Background: an optimization exercise with open tools, aiming at a short achievable clock period and few clock cycles. Do not read the settings as production practice. The RTL was checked by simulation tests, not by an equivalence proof against the original design. No run shown here takes its clock network from TritonCTS; it comes from the design's own scripts or RTL. No driver is modelled on the clock port, so clock power and skew are understated where the tree is cut down; a real chip needs a root buffer or a tree. No activity file was given, so power comes from the tool's default toggle rates.

File: config.mk
export PLATFORM = sky130hd
export DESIGN_NAME = acb_stream
export DESIGN_NICKNAME = acb_stream
export VERILOG_FILES = /design/flow/design.v
export SDC_FILE = /design/flow/constraint.sdc
export NUM_CORES = 4
export LEC_CHECK = 0
export CAP_MARGIN = 20
export CORE_MARGIN = 2
export CORE_UTILIZATION = 40
export SLEW_MARGIN = 20
File: constraint.sdc
create_clock -name core_clock -period 10.0 [get_ports {clk}]
set_input_delay 2.0000 -clock core_clock [delete_from_list [all_inputs] [get_ports {clk}]]
set_output_delay 2.0000 -clock core_clock [all_outputs]
set_load 0.01 [all_outputs]
File: design.v
module acb_stream (
    input  wire        clk,
    input  wire        rst,
    input  wire        start,
    input  wire [1:0]  op,
    input  wire [15:0] arg0,
    input  wire [12:0] in_len,
    output reg         done,
    output reg  [12:0] out_len,
    output reg  [12:0] in_pos,
    output reg  [2:0]  err_code,
    output reg  [15:0] err_info,
    output wire [11:0] in_addr,
    input  wire [7:0]  in_rdata,
    output wire [11:0] out_raddr,
    input  wire [7:0]  out_rdata,
    output reg         out_we,
    output reg  [11:0] out_waddr,
    output reg  [7:0]  out_wdata
);
    localparam [2:0] E_NONE       = 3'd0;
    localparam [2:0] E_INVALIDARG = 3'd1;
    localparam [2:0] E_ILLEGAL    = 3'd2;
    localparam [2:0] E_UNEXPEND   = 3'd3;
    localparam [2:0] E_DATA       = 3'd4;
    localparam [2:0] E_CAPACITY   = 3'd5;
    localparam [1:0] SEL_LIT = 2'd0,    
                     SEL_MEM = 2'd1,    
                     SEL_H1  = 2'd2,    
                     SEL_H2  = 2'd3;    
    localparam [2:0] I_ZERO = 3'd0, I_HP = 3'd1, I_HP1 = 3'd2, I_HPM2 = 3'd3,
                     I_CAP  = 3'd4, I_ARG = 3'd5, I_OP = 3'd6;
    reg        st_r;        
    reg [1:0]  op_r;
    reg [15:0] arg_r;
    reg [12:0] len_r;
    reg [2:0]  arg_hi;      
    reg        run;         
    reg        m_cmp, m_dec, m_mat;
    reg [12:0] hp;          
    reg [12:0] rem;         
    reg        remz, rem1;  
    reg [12:0] P;           
    reg [12:0] room;        
    reg        roomz;       
    reg [7:0]  z;           
    reg        zf;          
    reg [8:0]  fsh;         
    reg        exh;         
    reg        pf;          
    reg [4:0]  cc;          
    reg        cact;        
    reg [1:0]  csel;        
    reg        bad_r;       
    reg [11:0] ia;          
    reg        iv;          
    reg        rv;          
    reg [7:0]  ird;         
    reg        irv;
    reg [7:0]  B  [0:7];
    reg        Bz [0:7];    
    reg [2:0]  wp, rp;
    reg [3:0]  n;           
    reg [7:0]  H0, H1;
    reg        H0z, H1z;
    reg        hv0, hv1;    
    assign in_addr = ia;
    wire v0 = hv0;
    wire v1 = hv1;
    wire [7:0] w0 = H0;
    wire [7:0] w1 = H1;
    wire w0z = H0z;
    wire w1z = H1z;
    wire full = P[12];      
    reg        emit;        
    reg [1:0]  e_sel;
    reg [7:0]  e_byte;
    reg [1:0]  pop;
    reg        fin;         
    reg [2:0]  f_code;
    reg [2:0]  f_info;
    reg        mstart;      
    reg        fload;       
    reg        zset, zinc, zclr;
    wire [11:0] m_off = {w0[7:4], w1};
    wire        m_bad = (m_off == 12'd0) || ({1'b0, m_off} > P) ||
                        ({9'd0, w0[3:0]} + 13'd3 > room);
    wire [11:0] m_src = P[11:0] - m_off;
    wire [1:0]  m_sel = (m_off == 12'd1) ? SEL_H1 :
                        (m_off == 12'd2) ? SEL_H2 : SEL_MEM;
    always @(*) begin
        emit   = 1'b0;
        e_sel  = SEL_LIT;
        e_byte = 8'h00;
        pop    = 2'd0;
        fin    = 1'b0;
        f_code = E_NONE;
        f_info = I_ZERO;
        mstart = 1'b0;
        fload  = 1'b0;
        zset   = 1'b0;
        zinc   = 1'b0;
        zclr   = 1'b0;
        if (st_r) begin
            if (op_r == 2'd3) begin
                fin = 1'b1; f_code = E_ILLEGAL; f_info = I_OP;
            end else if (op_r == 2'd2 && arg_r > 16'd4096) begin
                fin = 1'b1; f_code = E_INVALIDARG; f_info = I_ARG;
            end
        end else if (run) begin
            if (m_cmp) begin
                if (remz) begin
                    if (zf) begin
                        emit = 1'b1; zclr = 1'b1;
                    end else begin
                        fin = 1'b1;
                    end
                end else if (v0) begin
                    if (!w0z) begin
                        emit = 1'b1;
                        if (zf) begin
                            zclr = 1'b1;
                        end else begin
                            e_byte = w0; pop = 2'd1;
                        end
                    end else if (!zf) begin
                        emit = 1'b1; pop = 2'd1; zset = 1'b1;
                    end else if (rem1 || v1) begin
                        pop = 2'd1;
                        if (rem1 || !w1z || z == 8'hff) begin
                            emit = 1'b1; e_byte = z; zclr = 1'b1;
                        end else begin
                            zinc = 1'b1;
                        end
                    end
                end
            end else if (m_dec) begin
                if (zf) begin
                    emit = 1'b1;
                end else if (remz) begin
                    fin = 1'b1;
                end else if (v0) begin
                    if (!w0z) begin
                        emit = 1'b1; e_byte = w0; pop = 2'd1;
                    end else if (rem1) begin
                        fin = 1'b1; f_code = E_UNEXPEND; f_info = I_HP1;    
                    end else if (v1) begin
                        emit = 1'b1; pop = 2'd2; zset = 1'b1;
                    end
                end
            end else begin
                if (bad_r) begin
                    fin = 1'b1; f_code = E_DATA; f_info = I_HPM2;
                end else if (cact) begin
                    emit = 1'b1; e_sel = csel;
                    if (exh && v0 && !remz) begin
                        pop = 2'd1; fload = 1'b1;
                    end
                end else if (roomz) begin
                    fin = 1'b1;
                end else if (exh) begin
                    if (remz) begin
                        fin = 1'b1; f_code = E_UNEXPEND; f_info = I_HP;
                    end else if (v0) begin
                        pop = 2'd1; fload = 1'b1;
                    end
                end else if (fsh[8]) begin
                    if (remz) begin
                        fin = 1'b1; f_code = E_UNEXPEND; f_info = I_HP;
                    end else if (v0) begin
                        emit = 1'b1; e_byte = w0; pop = 2'd1;
                    end
                end else begin
                    if (remz || rem1) begin
                        fin = 1'b1; f_code = E_UNEXPEND; f_info = I_HP;
                    end else if (v1) begin
                        emit = 1'b1; pop = 2'd2; mstart = 1'b1;
                        e_sel = m_sel;
                    end
                end
            end
            if (emit && full) begin
                emit   = 1'b0;
                mstart = 1'b0;
                fin    = 1'b1;
                f_code = E_CAPACITY;
                f_info = I_CAP;
            end
        end
    end
    reg [11:0] ra;           
    reg        p1_v, p2_v;
    reg [1:0]  p1_sel, p2_sel;
    reg [7:0]  p1_b, p2_b;
    reg        p1_fin, p2_fin;
    reg [7:0]  h1;           
    reg [7:0]  h2;           
    reg [2:0]  r_code;
    reg [2:0]  r_isel;       
    reg        r_pos;        
    reg        r_dec;        
    assign out_raddr = ra;
    wire busy = st_r | run | p1_fin | p2_fin;
    wire go   = start & ~busy;
    reg [7:0] wd;
    always @(*) begin
        case (p2_sel)
            SEL_LIT: wd = p2_b;
            SEL_MEM: wd = out_rdata;
            SEL_H1:  wd = h1;
            default: wd = h2;
        endcase
    end
    integer k;
    wire      push = irv & run;
    wire      irdz = (ird == 8'h00);
    reg [7:0] cb  [0:3];
    reg       cbz [0:3];
    reg [2:0] ci;
    always @(*) begin
        for (k = 0; k < 4; k = k + 1) begin
            ci     = rp + k;
            cb[k]  = (push && wp == ci) ? ird  : B[ci];
            cbz[k] = (push && wp == ci) ? irdz : Bz[ci];
        end
    end
    wire [3:0]  n_p0   = n + {3'd0, push};
    wire [3:0]  n_p1   = n + {3'd0, push} - 4'd1;
    wire [3:0]  n_p2   = n + {3'd0, push} - 4'd2;
    wire [12:0] hp_p1  = hp + 13'd1;
    wire [12:0] hp_p2  = hp + 13'd2;
    wire [12:0] rem_m1 = rem - 13'd1;
    wire [12:0] rem_m2 = rem - 13'd2;
    wire        rem2   = (rem == 13'd2);
    wire        rem3   = (rem == 13'd3);
    wire        room1  = (room == 13'd1);
    always @(posedge clk) begin
        if (rst) begin
            st_r   <= 1'b0;
            run    <= 1'b0;
            bad_r  <= 1'b0;
            iv     <= 1'b0;
            rv     <= 1'b0;
            irv    <= 1'b0;
            ia     <= 12'd0;
            n      <= 4'd0;
            hv0    <= 1'b0;
            hv1    <= 1'b0;
            p1_v   <= 1'b0;
            p2_v   <= 1'b0;
            p1_fin <= 1'b0;
            p2_fin <= 1'b0;
            out_we <= 1'b0;
            done   <= 1'b0;
        end else begin
            st_r <= go;
            irv <= rv;
            if (go) begin
                rv <= 1'b1;
                iv <= 1'b1;
                ia <= 12'd1;
            end else if (st_r || run) begin
                rv <= iv;
                iv <= ({1'b0, n} + irv + rv + iv < 5'd8);
                ia <= ia + {11'd0, iv};
            end else begin
                rv <= iv;
                iv <= 1'b0;
                ia <= 12'd0;
            end
            case (pop)
                2'd0: begin
                    n <= n_p0; hv0 <= (n_p0 != 4'd0); hv1 <= (n_p0[3:1] != 3'd0);
                end
                2'd1: begin
                    n <= n_p1; hv0 <= (n_p1 != 4'd0); hv1 <= (n_p1[3:1] != 3'd0);
                end
                default: begin
                    n <= n_p2; hv0 <= (n_p2 != 4'd0); hv1 <= (n_p2[3:1] != 3'd0);
                end
            endcase
            if ((fin && run) || st_r) begin
                n   <= 4'd0;
                hv0 <= 1'b0;
                hv1 <= 1'b0;
            end
            bad_r <= mstart && m_bad;
            if (fin && run)
                run <= 1'b0;
            if (st_r && !fin)
                run <= 1'b1;
            p1_v   <= emit;
            p1_fin <= fin;
            p2_v   <= p1_v && !bad_r;
            p2_fin <= p1_fin;
            out_we <= p2_v;
            done   <= p2_fin;
        end
    end
    always @(posedge clk) begin
        op_r  <= op;
        arg_r <= arg0;
        len_r <= in_len;
        ird   <= in_rdata;
        if (push) begin
            B[wp]  <= ird;
            Bz[wp] <= irdz;
            wp     <= wp + 3'd1;
        end
        case (pop)
            2'd0: begin
                H0 <= cb[0]; H0z <= cbz[0]; H1 <= cb[1]; H1z <= cbz[1];
            end
            2'd1: begin
                H0 <= cb[1]; H0z <= cbz[1]; H1 <= cb[2]; H1z <= cbz[2];
                rp <= rp + 3'd1;
                hp <= hp_p1; rem <= rem_m1;
                remz <= rem1; rem1 <= rem2;
            end
            default: begin
                H0 <= cb[2]; H0z <= cbz[2]; H1 <= cb[3]; H1z <= cbz[3];
                rp <= rp + 3'd2;
                hp <= hp_p2; rem <= rem_m2;
                remz <= rem2; rem1 <= rem3;
            end
        endcase
        if (emit) begin
            P     <= P + 13'd1;
            room  <= room - 13'd1;
            roomz <= room1;
        end
        if (m_cmp) begin
            if (zset) begin
                z <= 8'd1; zf <= 1'b1;
            end else if (zinc) begin
                z <= z + 8'd1;
            end else if (zclr) begin
                z <= 8'd0; zf <= 1'b0;
            end
        end else begin
            if (zf) begin
                z  <= z - 8'd1;
                zf <= (z != 8'd1);
            end else if (zset) begin
                z  <= w1;
                zf <= !w1z;
            end
        end
        if (cact) begin
            cc   <= cc - 5'd1;
            cact <= (cc != 5'd1);
        end else if (mstart) begin
            cc   <= {1'b0, w0[3:0]} + 5'd2;
            cact <= 1'b1;
            csel <= m_sel;
        end
        ra <= cact ? ra + 12'd1 : m_src;
        if (fload) begin
            fsh <= {w0, 1'b1};
            exh <= 1'b0;
            pf  <= cact;
        end else if (emit && !cact) begin
            fsh <= {fsh[7:0], 1'b0};
            exh <= (fsh[6:0] == 7'd0);
            pf  <= 1'b0;
        end
        if (fin) begin
            r_code <= f_code;
            r_isel <= f_info;
            r_pos  <= (f_code == E_NONE);
            r_dec  <= (f_code == E_DATA);
        end
        if (st_r) begin
            m_cmp  <= (op_r == 2'd0);
            m_dec  <= (op_r == 2'd1);
            m_mat  <= (op_r == 2'd2);
            hp     <= 13'd0;
            rp     <= 3'd0;
            wp     <= 3'd0;
            rem    <= len_r;
            remz   <= (len_r == 13'd0);
            rem1   <= (len_r == 13'd1);
            P      <= 13'd0;
            room   <= arg_r[12:0];
            roomz  <= (arg_r[12:0] == 13'd0);
            arg_hi <= arg_r[15:13];
            zf     <= 1'b0;
            cact   <= 1'b0;
            fsh    <= 9'h100;
            exh    <= 1'b1;
            pf     <= 1'b0;
        end
        p1_sel <= e_sel;
        p1_b   <= e_byte;
        p2_sel <= p1_sel;
        p2_b   <= p1_b;
        out_wdata <= wd;
        if (p2_v) begin
            h1 <= wd;
            h2 <= h1;
        end
        out_waddr <= st_r ? 12'd0 : out_waddr + {11'd0, out_we};
        out_len  <= P - {12'd0, r_dec};
        in_pos   <= !r_pos ? 13'd0 : (m_mat && pf) ? hp - 13'd1 : hp;
        err_code <= r_code;
        case (r_isel)
            I_HP:    err_info <= {3'd0, hp};
            I_HP1:   err_info <= {3'd0, hp_p1};
            I_HPM2:  err_info <= {3'd0, hp - 13'd2};
            I_CAP:   err_info <= 16'd4096;
            I_ARG:   err_info <= {arg_hi, room};
            I_OP:    err_info <= 16'd3;
            default: err_info <= 16'd0;
        endcase
    end
endmodule
File: flow/run.sh
#!/bin/bash
HERE=$(pwd)
bash standard.sh SETUP_SLACK_MARGIN=8 ABC_CLOCK_PERIOD_IN_PS=3000 CORE_UTILIZATION=65 PLACE_DENSITY=0.75 PRE_CTS_TCL=$HERE/flow/star_cts.tcl finish > flow_standard.log 2>&1
File: flow/star_cts.tcl

set ::star_clk_net  clk
set ::star_leaves   24
set ::star_roots    4
set ::star_root_buf sky130_fd_sc_hd__clkbuf_16
set ::star_leaf_buf sky130_fd_sc_hd__clkbuf_16

rename clock_tree_synthesis orig_clock_tree_synthesis

proc star_kmeans {pts k iters} {
  set n [llength $pts]
  # start from points spread along the list sorted by x then y
  set srt [lsort -real -index 0 $pts]
  set cents {}
  for {set i 0} {$i < $k} {incr i} {
    set p [lindex $srt [expr {int(($i + 0.5) * $n / $k)}]]
    lappend cents [list [lindex $p 0] [lindex $p 1]]
  }
  # k-means++-ish refinement: plain Lloyd iterations
  for {set it 0} {$it < $iters} {incr it} {
    set sx [lrepeat $k 0.0]; set sy [lrepeat $k 0.0]; set cnt [lrepeat $k 0]
    set asg {}
    foreach p $pts {
      set px [lindex $p 0]; set py [lindex $p 1]
      set best 0; set bd 1e30
      for {set c 0} {$c < $k} {incr c} {
        set dx [expr {$px - [lindex $cents $c 0]}]
        set dy [expr {$py - [lindex $cents $c 1]}]
        set d [expr {abs($dx) + abs($dy)}]
        if {$d < $bd} { set bd $d; set best $c }
      }
      lappend asg $best
      lset sx $best [expr {[lindex $sx $best] + $px}]
      lset sy $best [expr {[lindex $sy $best] + $py}]
      lset cnt $best [expr {[lindex $cnt $best] + 1}]
    }
    for {set c 0} {$c < $k} {incr c} {
      if {[lindex $cnt $c] > 0} {
        lset cents $c [list [expr {[lindex $sx $c] / [lindex $cnt $c]}] [expr {[lindex $sy $c] / [lindex $cnt $c]}]]
      }
    }
  }
  return [list $cents $asg]
}

proc clock_tree_synthesis {args} {
  set block [ord::get_db_block]
  set db [ord::get_db]
  set clk_net [$block findNet $::star_clk_net]
  set k $::star_leaves
  set root_master [$db findMaster $::star_root_buf]
  set leaf_master [$db findMaster $::star_leaf_buf]

  set sinks {}
  set pts {}
  foreach it [$clk_net getITerms] {
    set inst [$it getInst]
    set bb [$inst getBBox]
    set x [expr {([$bb xMin] + [$bb xMax]) / 2.0}]
    set y [expr {([$bb yMin] + [$bb yMax]) / 2.0}]
    lappend sinks $it
    lappend pts [list $x $y]
  }
  puts "star_cts: [llength $sinks] sinks, $k leaves"
  lassign [star_kmeans $pts $k 30] cents asg

  # leaves grouped under the roots
  set nr $::star_roots
  lassign [star_kmeans $cents $nr 30] rcents rasg
  set root_nets {}
  for {set r 0} {$r < $nr} {incr r} {
    set root [odb::dbInst_create $block $root_master "clkbuf_root_star_$r"]
    $root setLocation [expr {int([lindex $rcents $r 0])}] [expr {int([lindex $rcents $r 1])}]
    $root setPlacementStatus PLACED
    set root_net [odb::dbNet_create $block "clknet_root_star_$r"]
    $root_net setSigType CLOCK
    [$root findITerm A] connect $clk_net
    [$root findITerm X] connect $root_net
    lappend root_nets $root_net
  }
  puts "star_cts: leaves per root $rasg"

  set leaf_nets {}
  for {set c 0} {$c < $k} {incr c} {
    set leaf [odb::dbInst_create $block $leaf_master "clkbuf_leaf_star_$c"]
    $leaf setLocation [expr {int([lindex $cents $c 0])}] [expr {int([lindex $cents $c 1])}]
    $leaf setPlacementStatus PLACED
    set net [odb::dbNet_create $block "clknet_leaf_star_$c"]
    $net setSigType CLOCK
    [$leaf findITerm A] connect [lindex $root_nets [lindex $rasg $c]]
    [$leaf findITerm X] connect $net
    lappend leaf_nets $net
  }
  set i 0
  foreach it $sinks {
    set c [lindex $asg $i]
    $it disconnect
    $it connect [lindex $leaf_nets $c]
    incr i
  }
  set cnts [lrepeat $k 0]
  foreach c $asg { lset cnts $c [expr {[lindex $cnts $c] + 1}] }
  puts "star_cts: leaf fanouts $cnts"
  set_propagated_clock [all_clocks]
}
File: standard.sh
#!/bin/bash
# synth_recipe.tcl (not shown) runs the flow's synth.tcl, then flattens the netlist and writes it again
# the make line also repeats each setting of config.mk as NAME=value (left out here)
make -C /OpenROAD-flow-scripts/flow DESIGN_CONFIG=/design/flow/config.mk WORK_HOME=/design/flow/orfs CLKGATE_MAP_FILE= SYNTH_SCRIPT=/design/flow/synth_recipe.tcl "${@:-finish}"
==> results.cfg, run 1 <==
[final_layout]
final_cell_mix = buf_4 (186), buf_6 (176), edfxtp_1 (146), nand2_1 (140), nor2_1 (128)
drive_gt1_share_pct = 42.6
syn2layout_area_growth_pct = 40.0
final_cell_area_um2 = 26700
final_common_cell = buf_4
layoutNonFillerInstCount = 2578
fill_cells = 908
nNetsFinal = 2313

[logic_synthesis]
avgSynthCellArea_um2 = 10.4
yosys_most_used_dff = dfxtp_1
synth_warnings = 3
ys_seq_area_share_pct = 47.4
synth_fp_nets = 1942
synth_area_um2 = 19000
synth.distinct_cells = 74
async_reset_ff_share_pct = 0
syn-instance-count = 1822
synth-edff-count = 146
ys_ff_latch = 378

[floorplan]
dieHeight_um = 175
ios = 141
coreArea_um2 = 28800
start_util_pct = 66.1
placementRows = 62
die_w_um = 175
die_area_um2 = 30700

[critical_path]
startpoint_type = register
crit_required_ps = 10150
reg2regPathDepth = 10
worstPathArrival_ps = 3380
crit_end = fsh[8]
crit_start = rem1
critPathCaptureType = register
path_max_fanout = 5
r2r-end = fsh[8]
reg2reg_slack_ps = 6770
worstSetupPathType = register to register
reg2reg_from = rem1

[timing]
tightest_slew_ps = 1170
setup_viol = 0
hold_viol = 0
final_max_slew_viol_count = 0
skew_ps = 67.4
fmax_mhz = 309
fin_crit_sh_pct = 32.3
rsz0062_at_grt = yes
fin_crit_ps = 3230
fin_tns_setup_ps = 0
layout_setup_ws_ps = 6770
slew_headroom_pct = 21.3

[grt]
grt_pass1_wl_mm = 96.2
grt_usage_pct = 39.8
overflow = 0
grt_max_degree = 48
grt_pass1_vias = 17407
antenna_found_initial = 9

[clock_tree]
clk_pin_slew_ps = 100
insertion_delay_ps = 380
cts_hold_buf = 0

[detailed_routing]
routed_wl_mm = 83.6
vias = 19859
drcViolationCount = 0
drt_iter0_drc = 3898
wl_per_cell_um = 32.4
ant_nets = 0
drtPass1Iterations = 19
via_per_inst = 7.70

[power_and_ir_drop]
ir_drop_mv = 0.134
power.density_nw_per_um2 = 120
p_leak_nw = 10.2

[placed_design]
dp.cells = 2251
dp_hpwl_mm = 32.4
placed_area_um2 = 21200
portBuffers = 140
gp_congestion = 0.895
place_ws_ps = 5870

[run]
max-cap-violations = 0

[worst_hold_path]
hp-class = register to register

[status]
status = complete, no violations
==> report_power, final <==
group          switching, mW  total [mW]  internal, mW
combinational          0.239       0.443         0.204
sequential            0.0679        1.72          1.65
clock                  0.535        1.03         0.500
total                  0.842        3.20          2.35
==> critical path, stage by stage (launching register included) <==
cell	delay, ps
edfxtp_1	670
buf_6	240
or3b_1	390
a21oi_2	220
o21ai_2	120
a211oi_4	280
buf_6	190
buf_4	130
buf_6	90
a311oi_1	90
o21ai_1	580
==> layer usage <==
layer / GRT usage, % / share of wire [%] / vias to the layer above
li1: - / - / 7399
met1: 47.7 / 30 / 9099
met2: 65.4 / 42 / 2312
met3: 9.77 / 16 / 1045
met4: 23.3 / 11 / 4
met5: 0 / 0.093 / -
==> logic make-up (layout without fill, tap and decap cells) <==
logic type      count (synthesis)  in the layout  synth area share [%]
other cells                     0              3                     0
fa+ha+maj                      70             70                  4.68
flops                         378            378                  47.4
simple gates                  589            594                  15.0
buf+inv                       175            536                  3.66
xor+xnor                      128            128                  6.03
compound gates                350            353                  11.4
mux                           132            132                  11.8
==> layout make-up <==
cell class | count | area [µm²] | area share [%]
multi-input cells | 1277 | 11400 | 42.8
flip-flops and latches | 378 | 9260 | 34.7
repair buffers | 438 | 4460 | 16.7
plain buffers | 28 | 701 | 2.63
well taps | 384 | 480 | 1.80
inverters | 69 | 318 | 1.19
repair inverters | 1 | 8.76 | 0.0329
diodes | 3 | 7.51 | 0.0282
==> synthesized netlist by cell type (5+ instances only) <==
cell type  count  area (µm²)
nand2b_1      17         106
o21a_1         8        60.1
buf_2         26         130
clkbuf_1      66         248
a311oi_1       7        61.3
a221oi_1       5        43.8
nand4_1       27         169
nor3_1        34         170
edfxtp_1     146        4380
nand3_1       46         230
o31ai_1        7        52.6
o21ai_0      107         536
inv_1         68         255
and2_1         6        37.5
or4_1         10        75.1
nand2_1      171         642
dfxtp_1      232        4640
a21oi_1       89         445
ha_1          68         851
buf_1         12        45.0
nor2_1       161         604
xnor2_1       70         613
xor2_1        56         490
a221o_1        5        50.1
nor3b_1        6        45.0
a22o_1         9        78.8
a21o_1         5        37.5
and3_1        22         138
mux4_2        73        1640
a211oi_1      18         135
o211ai_1       7        52.6
mux2i_1       49         490
or3_1         14        87.6
nor4_1        22         138
nand4b_1       5        43.8
o22ai_1       16         100
a22oi_1       15         113
a31oi_1       17         106
nor2b_1       29         181
mux2_2        10         113
==> state kept, by name, summed over array words and instances, names as in the netlist, 12 cells and up, named ones only <==
| register | count |
|---|---|
| B | 64 |
| arg_r | 16 |
| err_info | 16 |
| P | 13 |
| hp | 13 |
| in_pos | 13 |
| len_r | 13 |
| out_len | 13 |
| rem | 13 |
| room | 13 |
| ia | 12 |
| out_waddr | 12 |
| ra | 12 |
==> through the flow <==
| stage | utilization [%] | hold slack, ps | total power [mW] |
|---|---|---|---|
| floorplan | - | 310 | 1.89 |
| global placement | 73.5 | 313 | 1.99 |
| detailed placement | 73.5 | 314 | 2.00 |
| CTS | 86.7 | 305 | 3.02 |
| global route | 92.6 | 313 | 3.24 |
| finish | 92.6 | 309 | 3.20 |
==> worst min path at each step <==
stage	start	to	slack, ps	cells after the start
6_report	p1_b[6]	p2_b[6]	310	0
5_1_grt	p1_b[6]	p2_b[6]	310	0
4_1_cts	p1_b[6]	p2_b[6]	300	0
3_5_place_dp	p1_b[3]	p2_b[3]	310	0
3_3_place_gp	p1_b[1]	p2_b[1]	310	0
2_1_floorplan	p1_b[0]	p2_b[0]	310	0
==> timing repair <==
action,4_1_cts,5_1_grt
buffers inserted,206,77
gates resized for setup,807,248
cloned,12,1
pin swaps,101,100
endpoints found under the setup margin,420,347
Testbench counts, summed over its fixed seeds: cycles 270,399.
==> run 2: changes to the inputs <==
==> flow/run.sh (replaced) <==
#!/bin/bash
HERE=$(pwd)
bash standard.sh SETUP_SLACK_MARGIN=7.5 ABC_CLOCK_PERIOD_IN_PS=3000 CORE_UTILIZATION=65 PLACE_DENSITY=0.75 PRE_CTS_TCL=$HERE/flow/star_cts.tcl finish > flow_standard.log 2>&1
==> results.cfg, run 2 <==
[status]
status = complete, no violations

[floorplan]
ios = 141
die_area_um2 = 30700
placementRows = 62
die_w_um = 175
start_util_pct = 66.1
dieHeight_um = 175
coreArea_um2 = 28800

[logic_synthesis]
yosysMostFrequentCell = dfxtp_1
synth_area_leaders = dfxtp_1 (24%), edfxtp_1 (23%), mux4_2 (8.6%), ha_1 (4.5%), nand2_1 (3.4%)
synth_area_um2 = 19000
synth-edff-count = 146
synth.distinct_cells = 74
syn-instance-count = 1822
yosysTopAreaCell = dfxtp_1
yosys_most_used_dff = dfxtp_1
synth_warnings = 3
synthTopCellsByCount = dfxtp_1 (232), nand2_1 (171), nor2_1 (161)
async_reset_ff_share_pct = 0
avgSynthCellArea_um2 = 10.4
synth_top_cell_area_share_pct = 24.4
ys_ff_latch = 378
synth_fp_nets = 1942
ys_seq_area_share_pct = 47.4

[timing]
fin_crit_sh_pct = 28.5
setup_viol = 0
fin_crit_ps = 2850
hold_viol = 0
final_max_slew_viol_count = 0
fmax_mhz = 350
fin_tns_setup_ps = 0
skew_ps = 52.7
tightest_slew_ps = 1040
slew_headroom_pct = 30.6
rsz0062_at_grt = yes

[detailed_routing]
via_per_inst = 6.38
routed_wl_mm = 50.1
wl_per_cell_um = 20.8
wl_met3_mm = 4.06
ant_nets = 0
wl_met1_mm = 20.0
drtPass1Iterations = 6
drt_iter0_drc = 1762
vias = 15394
wl_met2_mm = 24.4
drcViolationCount = 0
highest_layer = met4

[critical_path]
slowest_stage = dfxtp_2
path_cells = buf_6
slowest_delay_ps = 370
path_max_fanout = 2
critPathCaptureType = primary output
startpoint_type = register
crit_required_ps = 8000
worstPathArrival_ps = 850
crit_family = flip-flops
worstSetupPathType = register to primary output
crit_buf_inv = 1

[grt]
overflow = 0
grt_max_degree = 83
grt_pass1_wl_mm = 76.5
grt_pass1_vias = 14442
antenna_found_initial = 0
grt_usage_pct = 30.8

[final_layout]
final_common_cell = nand2_1
fin_util_pct = 79.3
regMostFlops = B
reg_top3 = B x64, arg_r x16, err_info x16
largest_register_ffs = 64
nNetsFinal = 2152
final_cell_area_um2 = 22800
final_cell_mix = nand2_1 (163), nor2_1 (159), dfxtp_1 (157), edfxtp_1 (146), buf_4 (125)
fill_cells = 1838
layoutNonFillerInstCount = 2414
drive_gt1_share_pct = 25.2
n_antenna_cell = 0
syn2layout_area_growth_pct = 20.0

[run]
max-cap-violations = 0

[power_and_ir_drop]
p_clk_share_pct = 32.8
pwr-share-seq_pct = 57.9
net-switching-power_mw = 0.674
combPwrFrac_pct = 9.3
p_int_mw = 2.28
p_leak_nw = 8.72
ir_drop_mv = 0.137
power.density_nw_per_um2 = 129
switching_share_pct = 22.8

[worst_hold_path]
hp-class = register to register

[placed_design]
placed_area_um2 = 20700
dp_hpwl_mm = 31.7
portBuffers = 140
gp_congestion = 0.914
dp.cells = 2259

[clock_tree]
insertion_delay_ps = 360
clk_pin_slew_ps = 90
[run 2: cell counts after synthesis]
No cell type changed its count.
[run 2: metrics by stage]
step / setup WS [ps] / power [mW] / hold slack [ps]
floorplan: 7300 / 1.87 / 310
global placement: 6570 / 1.98 / 313
detailed placement: 6430 / 1.98 / 315
CTS: 7150 / 2.94 / 333
global route: 7120 / 3.05 / 337
finish: 7150 / 2.96 / 331
[run 2: layout make-up]
| class | count | area [µm²] | area share [%] |
|---|---|---|---|
| Sequential cell | 378 | 9160 | 40.1 |
| Buffer | 28 | 701 | 3.07 |
| Multi-Input combinational cell | 1273 | 9780 | 42.8 |
| Tap cell | 384 | 480 | 2.10 |
| Inverter | 69 | 268 | 1.17 |
| Timing Repair Buffer | 282 | 2450 | 10.7 |
[run 2: kinds of logic after synthesis]
logic type | after synthesis | share of synthesized area (%)
flip-flops | 378 | 47.4
AND/OR/NAND/NOR | 589 | 15.0
adder cells (fa/ha/maj) | 70 | 4.68
multiplexers | 132 | 11.8
buffers and inverters | 175 | 3.66
XOR/XNOR | 128 | 6.03
AO/OA/AOI/OAI | 350 | 11.4
[run 2: path summary, 6_finish.rpt]
check | end | slack (ps) | startpoint | cells past startpoint
worst max-delay path | in_addr[0] | 7150 | ia[0] | 1
worst min-delay path | p2_b[7] | 330 | p1_b[7] | 0
worst max register to register | r_pos | 7410 | rem1 | 10
worst min register to register | p2_b[7] | 330 | p1_b[7] | 0
[run 2: per-layer routing]
layer  track usage [%]  up-vias
li1                  -     7042
met1              41.8     7400
met2              52.1      818
met3              3.13      134
met4              10.3        0
met5                 0        -
[run 2: repair_timing]
action	in CTS	in global routing
endpoints found under the setup margin	245	178
pin swaps	12	15
resized for setup	552	73
hold buffers	0	0
gates cloned	2	4
setup buffers	63	58
[run 2: power by group through the flow]
stage / registers, mW / logic (mW) / clock network, mW
2_1_floorplan: 1.73 / 0.147 / 0
3_3_place_gp: 1.75 / 0.231 / 0
3_5_place_dp: 1.75 / 0.238 / 0
4_1_cts: 1.71 / 0.254 / 0.977
5_1_grt: 1.72 / 0.300 / 1.04
6_report: 1.71 / 0.276 / 0.968
==> run 3: changes to the inputs <==
--- a/design.v
+++ b/design.v
@@ -55,2 +55,3 @@
     reg [11:0] ia;          
+    reg [11:0] na;          
     reg        iv;          
@@ -87,3 +88,4 @@
                         ({9'd0, w0[3:0]} + 13'd3 > room);
-    wire [11:0] m_src = P[11:0] - m_off;
+    wire [11:0] m_src  = P[11:0] - m_off;
+    wire [11:0] m_src1 = P[11:0] + 12'd1 - m_off;
     wire [1:0]  m_sel = (m_off == 12'd1) ? SEL_H1 :
@@ -191,2 +193,4 @@
     reg [11:0] ra;           
+    reg [11:0] sr;           
+    reg [11:0] wc;           
     reg        p1_v, p2_v;
@@ -215,2 +219,3 @@
     wire      push = irv & run;
+    wire      ivn  = ({1'b0, n} + irv + rv + iv < 5'd8);    
     wire      irdz = (ird == 8'h00);
@@ -263,4 +268,4 @@
                 rv <= iv;
-                iv <= ({1'b0, n} + irv + rv + iv < 5'd8);
-                ia <= ia + {11'd0, iv};
+                iv <= ivn;
+                ia <= na;
             end else begin
@@ -356,3 +361,5 @@
         end
-        ra <= cact ? ra + 12'd1 : m_src;
+        ra <= cact ? sr : m_src;
+        sr <= cact ? sr + 12'd1 : m_src1;
+        na <= go ? 12'd2 : na + {11'd0, ivn};
         if (fload) begin
@@ -401,3 +408,4 @@
         end
-        out_waddr <= st_r ? 12'd0 : out_waddr + {11'd0, out_we};
+        wc <= st_r ? 12'd0 : wc + {11'd0, p2_v};
+        out_waddr <= wc;
         out_len  <= P - {12'd0, r_dec};
--- a/flow/star_cts.tcl
+++ b/flow/star_cts.tcl
@@ -2,3 +2,3 @@
 set ::star_clk_net  clk
-set ::star_leaves   24
+set ::star_leaves   32
 set ::star_roots    4
==> results.cfg, run 3 <==
[final_layout]
regMostFlops = B
nNetsFinal = 2382
n_antenna_cell = 0
largest_register_ffs = 64
final_cell_mix = dfxtp_1 (207), nand2_1 (198), edfxtp_1 (146), nor2_1 (128), o21ai_0 (113)
reg_top3 = B x64, arg_r x16, err_info x16
syn2layout_area_growth_pct = 18.9
drive_gt1_share_pct = 22.4
layoutNonFillerInstCount = 2642
fin_util_pct = 78.6
final_common_cell = dfxtp_1

[power_and_ir_drop]
p_leak_nw = 9.32
p_clk_share_pct = 34.8
combPwrFrac_pct = 9.3
p_total_mw = 3.37
power.density_nw_per_um2 = 135
switching_share_pct = 23.1
pwr-share-seq_pct = 55.9
net-switching-power_mw = 0.777
ir_drop_mv = 0.161
p_int_mw = 2.59

[logic_synthesis]
syn-instance-count = 2079
synth.distinct_cells = 86
synthTopCellsByCount = dfxtp_1 (268), nand2_1 (202), edfxtp_1 (146)
avgSynthCellArea_um2 = 10.1
synth_warnings = 3
ys_seq_area_share_pct = 46.6
yosysTopAreaCell = dfxtp_1
synth-simple-area-share_pct = 15.2
synth_fp_nets = 2219
yosys-mux-area-fraction_pct = 9.14
synth-edff-count = 146
synthXorXnorAreaFrac_pct = 4.75
async_reset_ff_share_pct = 0
yosysMostFrequentCell = dfxtp_1
synthAdderAreaFrac_pct = 5.78
synth_area_leaders = dfxtp_1 (26%), edfxtp_1 (21%), ha_1 (4.7%), mux4_2 (4.6%), nand2_1 (3.6%)
synth_top_family_by_area = simple AND/OR/NAND/NOR gates
synth_top_cell_area_share_pct = 25.6
yosys_most_used_dff = dfxtp_1
ys_ff_latch = 414
synth_area_um2 = 20900
synth_compound_area_share_pct = 14.5

[floorplan]
dieHeight_um = 183
placementRows = 65
die_w_um = 183
ios = 141
coreArea_um2 = 31600
start_util_pct = 66.1
die_area_um2 = 33600

[critical_path]
crit_start = out_waddr[11]
slowest_stage = dfxtp_2
worstSetupPathType = register to primary output
slowest_delay_ps = 330
worstPathArrival_ps = 800
crit_required_ps = 8000
startpoint_type = register
path_cells = buf_6
worst-path-stages = 1
critPathCaptureType = primary output
reg2regPathDepth = 7
path_max_fanout = 1
crit_family = flip-flops
crit_buf_inv = 1
reg2reg_from = remz

[detailed_routing]
ant_nets = 0
wl_per_cell_um = 22.5
via_per_inst = 6.70
routed_wl_mm = 59.4
drt_iter0_drc = 2147
vias = 17710
drtPass1Iterations = 9
drcViolationCount = 0

[timing]
rsz0062_at_grt = yes
fmax_mhz = 357
tightest_slew_ps = 1040
fin_crit_sh_pct = 28.0
setup_viol = 0
skew_ps = 38.6
final_max_slew_viol_count = 0
fin_tns_setup_ps = 0
slew_headroom_pct = 30.6
fin_crit_ps = 2800
hold_viol = 0

[run]
max-cap-violations = 0

[clock_tree]
insertion_delay_ps = 370
clk_pin_slew_ps = 80
cts_hold_buf = 0

[grt]
grtUsageMet1_pct = 45.0
overflow = 0
grt_pass1_vias = 16682
grt_max_degree = 79
grt_usage_pct = 33.1
grt_pass1_wl_mm = 89.5
antenna_found_initial = 0
busiest_layer = met2
use_met2_pct = 52.7
grt_util_met3_pct = 5.94

[placed_design]
portBuffers = 140
dp.cells = 2517
dp_hpwl_mm = 38.0
gp_congestion = 0.959

[worst_hold_path]
hold_depth = 0
hp-class = register to register
min_from = p1_b[0]

[status]
status = complete, no violations
[run 3: changes by cell type after synthesis, sizes merged, moves of 14 or more]
cell	previous run	this run
mux4	73	43
nor3	35	51
mux2	10	42
a32oi	2	21
inv	68	90
o22ai	16	30
a21oi	89	109
clkbuf	66	94
nand2	173	202
nor2	161	145
and2	6	24
dfxtp	232	268
[run 3: cell families (layout without fill, tap and decap cells)]
family                     Yosys count  count (layout)
AOI/OAI and AO/OA                  461             462
DFF                                414             414
adders and majority gates           90              90
and+or+nand+nor                    654             658
buffers and inverters              217             373
xor gates and xnor gates           111             111
muxes                              132             132
[run 3: power by group through the flow]
stage               clock network, mW  registers (mW)  logic [mW]
detailed placement                  0            1.91       0.279
finish                           1.17            1.88       0.311
global placement                    0            1.91       0.271
floorplan                           0            1.89       0.172
global route                     1.24            1.89       0.338
CTS                              1.18            1.88       0.288
[run 3: repair_timing]
action | in CTS | in global routing
endpoints found under the setup margin | 310 | 214
setup buffers | 52 | 27
pin swaps | 29 | 33
cloned | 6 | 4
gates resized for setup | 545 | 121
[run 3: routing by layer]
layer | vias up | routed length [µm]
met3 | 264 | 6430
met5 | - | 0
met2 | 1191 | 27000
li1 | 7908 | -
met1 | 8347 | 22900
met4 | 0 | 3030
[run 3: area by class of cell]
cell class | count | area (µm²)
multi-input cells | 1453 | 11000
inverters | 96 | 387
repair buffers | 241 | 2190
plain buffers | 36 | 901
flip-flops and latches | 414 | 9850
fillers | 2021 | 6760
well taps | 402 | 503
[run 3: worst paths after layout]
path	endpoint	slack (ps)
worst max-delay path	out_waddr[11]	7200
worst min-delay path	p2_b[0]	330
worst max register to register	P[8]	7440
worst min register to register	p2_b[0]	330
[run 3: metrics by stage]
| stage | area [µm²] | hold slack [ps] | setup WS [ps] |
|---|---|---|---|
| 3_3_place_gp | 22500 | 310 | 6320 |
| 2_1_floorplan | 21000 | 310 | 7260 |
| 5_1_grt | 24900 | 332 | 7160 |
| 3_5_place_dp | 22500 | 312 | 6210 |
| 6_report | 24900 | 329 | 7200 |
| 4_1_cts | 24100 | 328 | 7180 |
Testbench counts of run 3, summed over its fixed seeds: cycles 270,399.
==> run 4: changes to the inputs <==
--- a/flow/star_cts.tcl
+++ b/flow/star_cts.tcl
@@ -2,3 +2,3 @@
 set ::star_clk_net  clk
-set ::star_leaves   32
+set ::star_leaves   24
 set ::star_roots    4
==> results.cfg, run 4 <==
[critical_path]
path_cells = buf_6
crit_buf_inv = 1
startpoint_type = register
r2r-end = P[8]
critPathCaptureType = primary output
worst-path-stages = 1
crit_required_ps = 8000
slowest_delay_ps = 340
reg2regPathDepth = 7
path_max_fanout = 1
reg2reg_from = roomz
worstPathArrival_ps = 820
worstSetupPathType = register to primary output
reg2reg_slack_ps = 7400
crit_family = flip-flops
slowest_stage = dfxtp_2
crit_start = out_len[0]

[logic_synthesis]
ys_ff_latch = 414
yosysMostFrequentCell = dfxtp_1
synth_area_um2 = 20900
synth_fp_nets = 2219
async_reset_ff_share_pct = 0
avgSynthCellArea_um2 = 10.1
yosysTopAreaCell = dfxtp_1
synth_warnings = 3
synth_area_leaders = dfxtp_1 (26%), edfxtp_1 (21%), ha_1 (4.7%), mux4_2 (4.6%), nand2_1 (3.6%)
yosys_most_used_dff = dfxtp_1
syn-instance-count = 2079
synth.distinct_cells = 86
synthTopCellsByCount = dfxtp_1 (268), nand2_1 (202), edfxtp_1 (146)
ys_seq_area_share_pct = 46.6
synth_top_cell_area_share_pct = 25.6
synth-edff-count = 146

[timing]
fin_crit_sh_pct = 28.2
fin_crit_ps = 2820
fmax_mhz = 355
rsz0062_at_grt = yes
skew_ps = 62.3
hold_viol = 0
final_max_slew_viol_count = 0
tightest_slew_ps = 1030
slew_headroom_pct = 30.6
fin_tns_setup_ps = 0
setup_viol = 0

[placed_design]
gp_congestion = 0.959
dp_hpwl_mm = 38.0
dp.cells = 2517
portBuffers = 140
placed_area_um2 = 22500

[power_and_ir_drop]
p_int_mw = 2.46
net-switching-power_mw = 0.758
combPwrFrac_pct = 10.1
p_clk_share_pct = 31.4
ir_drop_mv = 0.133
power.density_nw_per_um2 = 129
p_leak_nw = 9.34
pwr-share-seq_pct = 58.5
p_total_mw = 3.22
switching_share_pct = 23.6

[grt]
grt_pass1_vias = 16735
antenna_found_initial = 0
grt_max_degree = 79
grt_usage_pct = 33.4
grt_pass1_wl_mm = 90.3
overflow = 0

[final_layout]
final_cell_area_um2 = 25000
final_common_cell = dfxtp_1
syn2layout_area_growth_pct = 19.6
reg_top3 = B x64, arg_r x16, err_info x16
nNetsFinal = 2398
drive_gt1_share_pct = 23.5
final_cell_mix = dfxtp_1 (202), nand2_1 (198), edfxtp_1 (146), nor2_1 (130), o21ai_0 (111)
fill_cells = 1999
regMostFlops = B
n_antenna_cell = 0
largest_register_ffs = 64
layoutNonFillerInstCount = 2658

[detailed_routing]
drtPass1Iterations = 10
routed_wl_mm = 60.6
drt_iter0_drc = 2229
ant_nets = 0
vias = 17742
wl_per_cell_um = 22.8
via_per_inst = 6.67
drcViolationCount = 0

[floorplan]
start_util_pct = 66.1
coreArea_um2 = 31600
dieHeight_um = 183
die_area_um2 = 33600
placementRows = 65
ios = 141
die_w_um = 183

[clock_tree]
insertion_delay_ps = 370
clk_pin_slew_ps = 100

[worst_hold_path]
hold_path_end = p2_sel[0]
min_from = p1_sel[0]
hold_depth = 0
hp-class = register to register

[run]
max-cap-violations = 0

[status]
status = complete, no violations
## run 4: cell counts after synthesis
No cell type changed its count.
## run 4: layer usage
| layer | vias up | GRT usage [%] | part of all wire, % |
|---|---|---|---|
| met3 | 271 | 5.80 | 11 |
| met4 | 0 | 13.2 | 5.1 |
| met5 | - | 0 | 0 |
| met1 | 8322 | 45.9 | 38 |
| met2 | 1205 | 53.1 | 45 |
| li1 | 7944 | - | - |
## run 4: cell families after synthesis
kind of cell               count (synthesis)  synth area share [%]
adders and majority gates                 90                  5.78
AOI/OAI and AO/OA                        461                  14.5
xor gates and xnor gates                 111                  4.75
buffers and inverters                    217                  4.04
DFF                                      414                  46.6
muxes                                    132                  9.14
and+or+nand+nor                          654                  15.2
## run 4: how the worst max path moves through the flow
stage | to | slack (ps)
final | out_len[0] | 7180
after CTS | out_len[0] | 7180
after global placement | n[3] | 6320
after global routing | out_len[0] | 7170
after floorplan | n[3] | 7260
after detailed placement | n[3] | 6210
## run 4: power groups by stage
stage | Combinational [mW] | Clock (mW) | Sequential, mW
global route | 0.351 | 1.07 | 1.89
CTS | 0.293 | 1.01 | 1.88
finish | 0.324 | 1.01 | 1.88
global placement | 0.271 | 0 | 1.91
floorplan | 0.172 | 0 | 1.89
detailed placement | 0.279 | 0 | 1.91
## run 4: cell type report
type / count / area, µm² / area share (%)
Timing Repair Buffer: 263 / 2390 / 9.55
Buffer: 28 / 701 / 2.80
Sequential cell: 414 / 9860 / 39.4
Multi-Input combinational cell: 1455 / 11200 / 44.7
Tap cell: 402 / 503 / 2.01
Inverter: 96 / 394 / 1.58
## run 4: timing repair
item	CTS	global route
gates resized for setup	554	140
hold buffers	0	0
gates cloned	7	8
endpoints found under the setup margin	317	229
pin swaps	31	44
setup buffers	60	38
## run 4: through the flow
step	hold slack [ps]	utilization, %	worst slack, ps
2_1_floorplan	310	-	7260
3_3_place_gp	310	71.3	6320
3_5_place_dp	312	71.3	6210
4_1_cts	335	75.9	7180
5_1_grt	340	79.1	7170
6_report	336	79.1	7180
==> run 5: changes to the inputs <==
--- a/design.v
+++ b/design.v
@@ -49,2 +49,3 @@
     reg        exh;         
+    reg        one;         
     reg        pf;          
@@ -84,2 +85,3 @@
     reg        fload;       
+    reg        fload1;      
     reg        zset, zinc, zclr;
@@ -102,2 +104,3 @@
         fload  = 1'b0;
+        fload1 = 1'b0;
         zset   = 1'b0;
@@ -173,2 +176,5 @@
                         emit = 1'b1; e_byte = w0; pop = 2'd1;
+                        if (one && v1 && !rem1) begin
+                            pop = 2'd2; fload1 = 1'b1;
+                        end
                     end
@@ -367,3 +373,9 @@
             exh <= 1'b0;
+            one <= 1'b0;
             pf  <= cact;
+        end else if (fload1) begin
+            fsh <= {w1, 1'b1};
+            exh <= 1'b0;
+            one <= 1'b0;
+            pf  <= 1'b1;
         end else if (emit && !cact) begin
@@ -371,2 +383,3 @@
             exh <= (fsh[6:0] == 7'd0);
+            one <= (fsh[6:0] == 7'h40);
             pf  <= 1'b0;
@@ -397,2 +410,3 @@
             exh    <= 1'b1;
+            one    <= 1'b0;
             pf     <= 1'b0;
--- a/flow/star_cts.tcl
+++ b/flow/star_cts.tcl
@@ -2,3 +2,3 @@
 set ::star_clk_net  clk
-set ::star_leaves   24
+set ::star_leaves   32
 set ::star_roots    4
==> results.cfg, run 5 <==
[logic_synthesis]
yosys-mux-area-fraction_pct = 8.65
synth_area_leaders = dfxtp_1 (26%), edfxtp_1 (21%), mux4_2 (6.6%), ha_1 (4.8%), nand2_1 (4.3%)
syn-instance-count = 2056
synthXorXnorAreaFrac_pct = 5.78
yosysMostFrequentCell = dfxtp_1
synthAdderAreaFrac_pct = 5.82
synth_area_um2 = 20800
yosys_most_used_dff = dfxtp_1
ys_ff_latch = 415
synth_top_family_by_area = simple AND/OR/NAND/NOR gates
ys_seq_area_share_pct = 47.0
yosysTopAreaCell = dfxtp_1
synth-edff-count = 146
synth.distinct_cells = 92
avgSynthCellArea_um2 = 10.1
async_reset_ff_share_pct = 0
synth_fp_nets = 2196
synth-simple-area-share_pct = 17.0
synth_warnings = 3
synth_compound_area_share_pct = 11.9
synthTopCellsByCount = dfxtp_1 (269), nand2_1 (236), nor2_1 (192)
synth_top_cell_area_share_pct = 25.9

[final_layout]
n_antenna_cell = 0
regMostFlops = B
final_common_cell = nand2_1
reg_top3 = B x64, arg_r x16, err_info x16
largest_register_ffs = 64
fin_util_pct = 77.3
nNetsFinal = 2344
layoutNonFillerInstCount = 2604
drive_gt1_share_pct = 22.1
final_cell_mix = nand2_1 (230), dfxtp_1 (207), nor2_1 (180), edfxtp_1 (146), o21ai_0 (94)
syn2layout_area_growth_pct = 17.4

[floorplan]
die_w_um = 183
start_util_pct = 65.8
coreArea_um2 = 31600
placementRows = 65
die_area_um2 = 33400
ios = 141
dieHeight_um = 183

[detailed_routing]
ant_nets = 0
routed_wl_mm = 53.8
vias = 16588
drtPass1Iterations = 8
drcViolationCount = 0
wl_per_cell_um = 20.7
via_per_inst = 6.37
drt_iter0_drc = 1723

[power_and_ir_drop]
p_leak_nw = 9.06
power.density_nw_per_um2 = 168
p_total_mw = 4.10
ir_drop_mv = 0.139

[critical_path]
worstPathArrival_ps = 800
slowest_delay_ps = 320
worstSetupPathType = register to primary output
path_cells = buf_6
r2r-end = na[8]
reg2reg_slack_ps = 7490
reg2regPathDepth = 9
startpoint_type = register
path_max_fanout = 1
crit_start = err_code[0]
crit_required_ps = 8000
crit_family = flip-flops
worst-path-stages = 1
slowest_stage = dfxtp_2
reg2reg_from = iv
crit_buf_inv = 1
critPathCaptureType = primary output

[worst_hold_path]
hold_depth = 0
hp-class = register to register
hold_path_end = p2_b[5]
min_from = p1_b[5]

[grt]
grt_pass1_vias = 15718
antenna_found_initial = 0
grt_usage_pct = 31.0
grt_pass1_wl_mm = 83.7
grt_max_degree = 68
overflow = 0

[run]
max-cap-violations = 0

[timing]
final_max_slew_viol_count = 0
rsz0062_at_grt = yes
tightest_slew_ps = 1100
fin_crit_ps = 2800
slew_headroom_pct = 26.3
fin_tns_setup_ps = 0
fin_crit_sh_pct = 28.0
setup_viol = 0
fmax_mhz = 357
skew_ps = 51.7
hold_viol = 0

[placed_design]
dp_hpwl_mm = 36.1
gp_congestion = 0.935
dp.cells = 2505
portBuffers = 140

[clock_tree]
cts_hold_buf = 0
clk_pin_slew_ps = 70
insertion_delay_ps = 370

[status]
status = complete, no violations
-- run 5: cell count changes after synthesis, sizes merged, moves of 18 or more --
cell,change
a21oi,-31
a32oi,-18
buf,+30
clkbuf,-43
mux2,-39
mux4,+18
nand2,+35
nand3,+23
nor2,+49
xnor2,+19
-- run 5: final cells by class --
cell class              instances  area [µm²]
plain buffers                  36         901
fillers                      2092        7170
inverters                      84         337
multi-input cells            1452       10900
flip-flops and latches        415        9870
well taps                     402         503
repair buffers                215        1870
-- run 5: cell families after synthesis --
group	count (synthesis)
mux	103
fa+ha+maj	90
compound gates	378
simple gates	746
xor+xnor	132
flops	415
buf+inv	192
-- run 5: power by group --
| part | internal (mW) | leakage, nW | total (mW) | switching [mW] |
|---|---|---|---|---|
| Clock | 0.634 | 0.444 | 1.17 | 0.537 |
| Sequential | 1.89 | 3.55 | 2.05 | 0.154 |
| Combinational | 0.417 | 5.06 | 0.887 | 0.470 |
-- run 5: metrics by stage --
stage	hold slack [ps]	setup WS, ps	cell area [µm²]
floorplan	310	7300	20800
global placement	312	6550	22300
detailed placement	312	6470	22300
CTS	320	7190	23600
global route	328	7180	24400
finish	321	7200	24400
-- run 5: worst max-delay path by stage --
stage / slack, ps / endpoint
floorplan: 7300 / h1[0]
global placement: 6550 / H1[7]
detailed placement: 6470 / H1[7]
CTS: 7190 / out_len[6]
global route: 7180 / err_code[0]
finish: 7200 / err_code[0]
-- run 5: worst register-to-register path, stage by stage (launching register included) --
cell and delay [ps]:
dfxtp_4 370, fa_2 400, ha_4 220, a31o_4 220, a21oi_4 240, ha_4 200
ha_4 150, nand3_4 110, or3_4 370, a21oi_4 130
-- run 5: timing repair --
item	4_1_cts	5_1_grt
resized for setup	538	131
setup endpoints to repair	290	205
gates cloned	3	1
pin swaps	19	24
buffers inserted	30	29
-- run 5: metal layers --
layer	global-route usage [%]	share of wire, %	wire length, µm	up-vias
li1	-	-	-	7658
met1	43.4	41	21900	7877
met2	50.9	47	25300	885
met3	3.67	8.7	4670	168
met4	10.0	3.6	1950	0
met5	0	0	0	-
Testbench counts of run 5, summed over its fixed seeds: cycles 269,648.
==> run 6: changes to the inputs <==
--- a/design.v
+++ b/design.v
@@ -33,2 +33,3 @@
     reg        st_r;        
+    reg        bad_cmd;     
     reg [1:0]  op_r;
@@ -108,7 +109,8 @@
         zclr   = 1'b0;
-        if (st_r) begin
-            if (op_r == 2'd3) begin
-                fin = 1'b1; f_code = E_ILLEGAL; f_info = I_OP;
-            end else if (op_r == 2'd2 && arg_r > 16'd4096) begin
-                fin = 1'b1; f_code = E_INVALIDARG; f_info = I_ARG;
+        if (bad_cmd) begin
+            fin = 1'b1;
+            if (m_mat) begin
+                f_code = E_INVALIDARG; f_info = I_ARG;
+            end else begin
+                f_code = E_ILLEGAL; f_info = I_OP;
             end
@@ -212,3 +214,4 @@
     assign out_raddr = ra;
-    wire busy = st_r | run | p1_fin | p2_fin;
+    wire wv = m_mat ? p2_v : emit;    
+    wire busy = st_r | bad_cmd | run | p1_fin | p2_fin;
     wire go   = start & ~busy;
@@ -250,2 +253,3 @@
             st_r   <= 1'b0;
+            bad_cmd <= 1'b0;
             run    <= 1'b0;
@@ -272,3 +276,3 @@
                 ia <= 12'd1;
-            end else if (st_r || run) begin
+            end else if (st_r || (run && !fin)) begin
                 rv <= iv;
@@ -300,10 +304,15 @@
                 run <= 1'b0;
-            if (st_r && !fin)
-                run <= 1'b1;
-            p1_v   <= emit;
-            p1_fin <= fin;
+            bad_cmd <= 1'b0;
+            if (st_r) begin
+                if (op_r == 2'd3 || (op_r == 2'd2 && arg_r > 16'd4096))
+                    bad_cmd <= 1'b1;
+                else
+                    run <= 1'b1;
+            end
+            p1_v   <= emit & m_mat;
+            p1_fin <= fin & m_mat;
             p2_v   <= p1_v && !bad_r;
             p2_fin <= p1_fin;
-            out_we <= p2_v;
-            done   <= p2_fin;
+            out_we <= wv;
+            done   <= m_mat ? p2_fin : fin;
         end
@@ -406,2 +415,3 @@
             arg_hi <= arg_r[15:13];
+            r_dec  <= 1'b0;
             zf     <= 1'b0;
@@ -417,3 +427,3 @@
         p2_b   <= p1_b;
-        out_wdata <= wd;
+        out_wdata <= m_mat ? wd : e_byte;
         if (p2_v) begin
@@ -422,8 +432,9 @@
         end
-        wc <= st_r ? 12'd0 : wc + {11'd0, p2_v};
+        wc <= st_r ? 12'd0 : wc + {11'd0, wv};
         out_waddr <= wc;
         out_len  <= P - {12'd0, r_dec};
-        in_pos   <= !r_pos ? 13'd0 : (m_mat && pf) ? hp - 13'd1 : hp;
-        err_code <= r_code;
-        case (r_isel)
+        in_pos   <= !(fin ? (f_code == E_NONE) : r_pos) ? 13'd0 :
+                    (m_mat && pf) ? hp - 13'd1 : hp;
+        err_code <= fin ? f_code : r_code;
+        case (fin ? f_info : r_isel)
             I_HP:    err_info <= {3'd0, hp};
--- a/flow/star_cts.tcl
+++ b/flow/star_cts.tcl
@@ -2,3 +2,3 @@
 set ::star_clk_net  clk
-set ::star_leaves   32
+set ::star_leaves   40
 set ::star_roots    4
==> results.cfg, run 6 <==
[power_and_ir_drop]
ir_drop_mv = 0.143
p_int_mw = 2.71
net-switching-power_mw = 0.778
switching_share_pct = 22.3
combPwrFrac_pct = 8.7
pwr-share-seq_pct = 53.2
p_leak_nw = 9.85
power.density_nw_per_um2 = 134
p_total_mw = 3.49
p_clk_share_pct = 38.1

[detailed_routing]
routed_wl_mm = 58.3
drtPass1Iterations = 6
ant_nets = 0
highest_layer = met4
wl_per_cell_um = 22.2
wl_met2_mm = 28.0
drcViolationCount = 0
wl_met3_mm = 5.13
vias = 16813
wl_met1_mm = 22.6
via_per_inst = 6.41
drt_iter0_drc = 1766

[final_layout]
largest_register_ffs = 64
nNetsFinal = 2361
final_common_cell = dfxtp_1
layoutNonFillerInstCount = 2621
syn2layout_area_growth_pct = 27.3
n_antenna_cell = 0
reg_top3 = B x64, arg_r x16, err_info x16
final_cell_mix = dfxtp_1 (206), nand2_1 (172), nor2_1 (160), edfxtp_1 (141), buf_4 (131)
regMostFlops = B
drive_gt1_share_pct = 31.8

[logic_synthesis]
avgSynthCellArea_um2 = 10.6
ys_ff_latch = 413
yosysTopAreaCell = dfxtp_1
synthTopCellsByCount = dfxtp_1 (272), nand2_1 (190), nor2_1 (183)
synth.distinct_cells = 85
synth_area_leaders = dfxtp_1 (27%), edfxtp_1 (21%), mux4_2 (8.6%), ha_1 (4.8%), xnor2_1 (4.3%)
yosys_most_used_dff = dfxtp_1
syn-instance-count = 1945
synth_top_cell_area_share_pct = 26.5
synth_warnings = 3
synth-edff-count = 141
synth_area_um2 = 20500
ys_seq_area_share_pct = 47.2
yosysMostFrequentCell = dfxtp_1
async_reset_ff_share_pct = 0
synth_fp_nets = 2085

[timing]
rsz0062_at_grt = yes
tightest_slew_ps = 1230
hold_viol = 0
skew_ps = 83.9
fmax_mhz = 333
fin_crit_ps = 3010
fin_crit_sh_pct = 30.1
final_max_slew_viol_count = 0
fin_tns_setup_ps = 0
slew_headroom_pct = 17.5
layout_setup_ws_ps = 6990
setup_viol = 0

[critical_path]
slowest_stage = or4_4
crit_family = simple AND/OR/NAND/NOR gates
path_max_fanout = 5
worstPathArrival_ps = 3350
crit_required_ps = 10340
startpoint_type = register
slowest_delay_ps = 520
path_cells = or4_4, a21oi_4, o22ai_4, or4_4, o21ai_4, ha_4, and3_4, nand2_2, or3_1, a21oi_2
critPathCaptureType = register
crit_buf_inv = 0
worstSetupPathType = register to register
crit_path_frequent_cell = or4_4

[floorplan]
ios = 141
die_area_um2 = 33000
dieHeight_um = 182
start_util_pct = 65.6
die_w_um = 182
placementRows = 65
coreArea_um2 = 31300

[worst_hold_path]
hp-class = register to register

[grt]
grt_usage_pct = 32.3
grt_pass1_vias = 16098
grt_pass1_wl_mm = 85.9
grt_max_degree = 87
overflow = 0
antenna_found_initial = 0

[placed_design]
dp_hpwl_mm = 35.0
portBuffers = 140
dp.cells = 2399
gp_congestion = 0.953
place_ws_ps = 6380

[status]
status = complete, no violations

[clock_tree]
clk_pin_slew_ps = 60
insertion_delay_ps = 400
cts_hold_buf = 0

[run]
max-cap-violations = 0
## run 6: cell types whose count changed in the layout (fill, tap and decap cells not counted), sizes merged, moves of 15 or more
cell   delta
nor3     -20
buf     +107
nand3    -31
mux2     +16
o22ai    -15
nand2    -46
xnor2    +18
mux4     +17
## run 6: cell families (layout without fill, tap and decap cells)
logic type / after synthesis / count (layout) / share of synthesized area, %
DFF: 413 / 413 / 47.2
AOI/OAI and AO/OA: 336 / 336 / 10.7
and+or+nand+nor: 617 / 624 / 14.1
buffers and inverters: 191 / 458 / 3.65
xor gates and xnor gates: 156 / 156 / 6.66
muxes: 142 / 142 / 11.8
adders and majority gates: 90 / 90 / 5.89
## run 6: layer usage
metal / vias up / track usage, %
li1: 7526 / -
met4: 0 / 11.4
met1: 8126 / 42.9
met2: 956 / 54.7
met5: - / 0
met3: 205 / 4.65
## run 6: worst paths after layout
path	slack [ps]	start	end	depth (start not counted)
max	6990	remz	wc[11]	10
min	310	p1_sel[0]	p2_sel[0]	0
max reg2reg	6990	remz	wc[11]	10
min reg2reg	310	p1_sel[0]	p2_sel[0]	0
## run 6: timing repair
item / CTS / global route
buffers inserted: 93 / 71
gates resized for setup: 614 / 199
pin swaps: 63 / 95
endpoints found under the setup margin: 350 / 283
cloned: 7 / 7
## run 6: metrics by stage
| stage | cell area (µm²) | utilization [%] | hold slack (ps) |
|---|---|---|---|
| floorplan | 20800 | - | 310 |
| global placement | 22300 | 71.3 | 313 |
| detailed placement | 22300 | 71.3 | 312 |
| CTS | 24600 | 78.7 | 317 |
| global route | 26100 | 83.4 | 317 |
| finish | 26100 | 83.4 | 313 |
## run 6: cell type report
class,count,area [µm²]
Buffer,44,1100
Fill cell,1730,5180
Inverter,88,354
Multi-Input combinational cell,1348,11400
Sequential cell,413,9790
Tap cell,402,503
Timing Repair Buffer,326,2960
## run 6: worst reg2reg max path, cell delays in order, from the launching register on
cell and delay [ps]:
edfxtp_1 430, or4_4 520, a21oi_4 160, o22ai_4 130
or4_4 470, o21ai_4 250, ha_4 200, and3_4 230
nand2_2 80, or3_1 350, a21oi_2 140
## run 6: power by group through the flow
stage | clock network (mW) | registers [mW] | logic, mW
finish | 1.33 | 1.86 | 0.305
global route | 1.41 | 1.86 | 0.328
CTS | 1.34 | 1.85 | 0.265
detailed placement | 0 | 1.88 | 0.223
global placement | 0 | 1.88 | 0.217
floorplan | 0 | 1.87 | 0.142
Testbench counts of run 6, summed over its fixed seeds: cycles 269,392.
==> run 7: changes to the inputs <==
--- a/flow/star_cts.tcl
+++ b/flow/star_cts.tcl
@@ -2,3 +2,3 @@
 set ::star_clk_net  clk
-set ::star_leaves   40
+set ::star_leaves   32
 set ::star_roots    4
==> results.cfg, run 7 <==
[status]
status = complete, no violations

[logic_synthesis]
synth.distinct_cells = 85
ys_ff_latch = 413
syn-instance-count = 1945
synth_top_cell_area_share_pct = 26.5
yosys_most_used_dff = dfxtp_1
synthTopCellsByCount = dfxtp_1 (272), nand2_1 (190), nor2_1 (183)
synth_area_leaders = dfxtp_1 (27%), edfxtp_1 (21%), mux4_2 (8.6%), ha_1 (4.8%), xnor2_1 (4.3%)
synth_warnings = 3
async_reset_ff_share_pct = 0
yosysTopAreaCell = dfxtp_1
synth_area_um2 = 20500
avgSynthCellArea_um2 = 10.6
yosysMostFrequentCell = dfxtp_1
synth-edff-count = 141
ys_seq_area_share_pct = 47.2
synth_fp_nets = 2085

[final_layout]
nNetsFinal = 2342
drive_gt1_share_pct = 31.4
regMostFlops = B
reg_top3 = B x64, arg_r x16, err_info x16
final_cell_area_um2 = 25800
fill_cells = 1786
final_cell_mix = dfxtp_1 (204), nand2_1 (170), nor2_1 (164), edfxtp_1 (141), buf_4 (129)
final_common_cell = dfxtp_1
n_antenna_cell = 0
syn2layout_area_growth_pct = 25.7
largest_register_ffs = 64

[placed_design]
gp_congestion = 0.953
dp_hpwl_mm = 35.0
placed_area_um2 = 22300
portBuffers = 140

[timing]
fmax_mhz = 334
skew_ps = 69.0
setup_viol = 0
rsz0062_at_grt = yes
fin_crit_ps = 3000
fin_crit_sh_pct = 30.0
final_max_slew_viol_count = 0
slew_headroom_pct = 24.9
hold_viol = 0
fin_tns_setup_ps = 0
tightest_slew_ps = 1120

[critical_path]
crit_required_ps = 10280
slowest_stage = dfxtp_1
startpoint_type = register
crit_buf_inv = 1
path_cells = nor2b_1, a41oi_1, o21ai_0, o31ai_1, a211oi_4, buf_12, and4_4, nand2_2, xor2_1, o221ai_1
critPathCaptureType = register
worst-path-stages = 10
worstPathArrival_ps = 3280
crit_family = compound AO/OA/AOI/OAI gates
path_max_fanout = 7
worstSetupPathType = register to register
slowest_delay_ps = 540
reg2regPathDepth = 10

[grt]
antenna_found_initial = 0
grt_max_degree = 87
grt_pass1_vias = 15815
overflow = 0
grt_pass1_wl_mm = 85.0
grt_usage_pct = 32.1

[worst_hold_path]
hp-class = register to register
hold_depth = 0

[detailed_routing]
drcViolationCount = 0
routed_wl_mm = 57.5
wl_per_cell_um = 22.1
vias = 16566
drt_iter0_drc = 1673
via_per_inst = 6.37
drtPass1Iterations = 6
ant_nets = 0

[power_and_ir_drop]
p_leak_nw = 9.71
ir_drop_mv = 0.136
power.density_nw_per_um2 = 128

[floorplan]
start_util_pct = 65.6
die_w_um = 182
die_area_um2 = 33000
dieHeight_um = 182
coreArea_um2 = 31300
placementRows = 65
ios = 141

[run]
max-cap-violations = 0

[clock_tree]
clk_pin_slew_ps = 50
insertion_delay_ps = 390
cts_hold_buf = 0
-- run 7: repair_timing --
item | 4_1_cts | 5_1_grt
gates resized for setup | 608 | 194
setup endpoints to repair | 350 | 280
setup buffers | 83 | 73
pin swaps | 64 | 89
gates cloned | 5 | 5
-- run 7: cell type report --
| cell class | count | area (µm²) | area share, % |
|---|---|---|---|
| flip-flops and latches | 413 | 9790 | 38.0 |
| inverters | 88 | 362 | 1.40 |
| well taps | 402 | 503 | 1.95 |
| repair buffers | 317 | 2860 | 11.1 |
| multi-input cells | 1346 | 11400 | 44.1 |
| plain buffers | 36 | 901 | 3.49 |
-- run 7: cell families (layout without fill, tap and decap cells) --
kind of cell             Yosys count  in the layout  share of synthesized area, %
flip-flops                       413            413                          47.2
buffers and inverters            191            441                          3.65
multiplexers                     142            142                          11.8
adder cells (fa/ha/maj)           90             90                          5.89
AND/OR/NAND/NOR                  617            622                          14.1
AO/OA/AOI/OAI                    336            336                          10.7
XOR/XNOR                         156            156                          6.66
-- run 7: per-layer routing --
| metal | routed length [µm] | up-vias | GRT usage (%) |
|---|---|---|---|
| li1 | - | 7473 | - |
| met1 | 22100 | 7960 | 42.5 |
| met2 | 27600 | 924 | 53.8 |
| met3 | 5310 | 209 | 5.09 |
| met4 | 2570 | 0 | 11.6 |
| met5 | 0 | - | 0 |
-- run 7: stage by stage --
stage,std cells,setup WS [ps],util [%],hold WS (ps),total power [mW]
global route,2602,6930,82.4,333,3.41
CTS,2523,7010,77.6,324,3.28
global placement,2398,6410,71.3,313,2.09
detailed placement,2399,6380,71.3,312,2.10
floorplan,1945,7120,-,310,2.01
finish,2602,7000,82.4,324,3.31
-- run 7: path summary, 6_finish.rpt --
| path | startpoint | endpoint | slack (ps) |
|---|---|---|---|
| setup reg to reg | H0z | err_info[8] | 7000 |
| hold reg to reg | p1_sel[1] | p2_sel[1] | 320 |
| setup / recovery | H0z | err_info[8] | 7000 |
| hold / removal | p1_sel[1] | p2_sel[1] | 320 |
-- run 7: worst register-to-register path, delay by kind of cell, from the launching register on --
family,cells,cell delay (ps)
AOI/OAI and AO/OA,5,1250
xor gates and xnor gates,1,170
buffers and inverters,1,170
DFF,1,540
and+or+nand+nor,3,800
-- run 7: where the power goes --
part           switching (mW)  internal [mW]
Combinational           0.143          0.146
Clock                   0.537          0.634
Sequential             0.0632           1.79
Total                   0.744           2.57

separate check: timing with driven ports:
The results above use ideal ports. As a check the final layouts listed here were re-extracted and re-timed, cells and wires unchanged. Step 1 assumes that a clkbuf_16 drives the clock port and a buf_2 every other input. Step 2 moves the port delays by t, midway between the first and last clock arrival at a register: inputs arrive t later, outputs are due t later. That takes back most of the time a late clock gives input paths. Slacks: ideal / step 1 / step 2; pairs: ideal / step 1.
| run | t (ns) | setup WS [ns] | clock arrival spread, ns | worst data-port slew with drivers (ns) |
|---|---|---|---|---|
| run 1 | 0.475 | 6.768 / 6.768 / 6.768 | 0.068 / 0.069 | 0.11 |
| run 2 | 0.465 | 7.145 / 7.013 / 7.143 | 0.056 / 0.056 | 0.06 |
| run 3 | 0.480 | 7.197 / 7.069 / 7.138 | 0.041 / 0.041 | 0.07 |
| run 4 | 0.462 | 7.182 / 7.058 / 7.098 | 0.064 / 0.065 | 0.07 |
| run 5 | 0.454 | 7.203 / 7.096 / 7.128 | 0.052 / 0.052 | 0.04 |
| run 6 | 0.486 | 6.994 / 6.982 / 6.992 | 0.092 / 0.092 | 0.05 |
| run 7 | 0.464 | 7.004 / 6.998 / 7.004 | 0.079 / 0.079 | 0.06 |
After both steps every run listed still meets setup and hold. For run 4, which loses most, drivers alone change the setup slack by -0.124 ns; drivers and shift together by -0.084 ns.
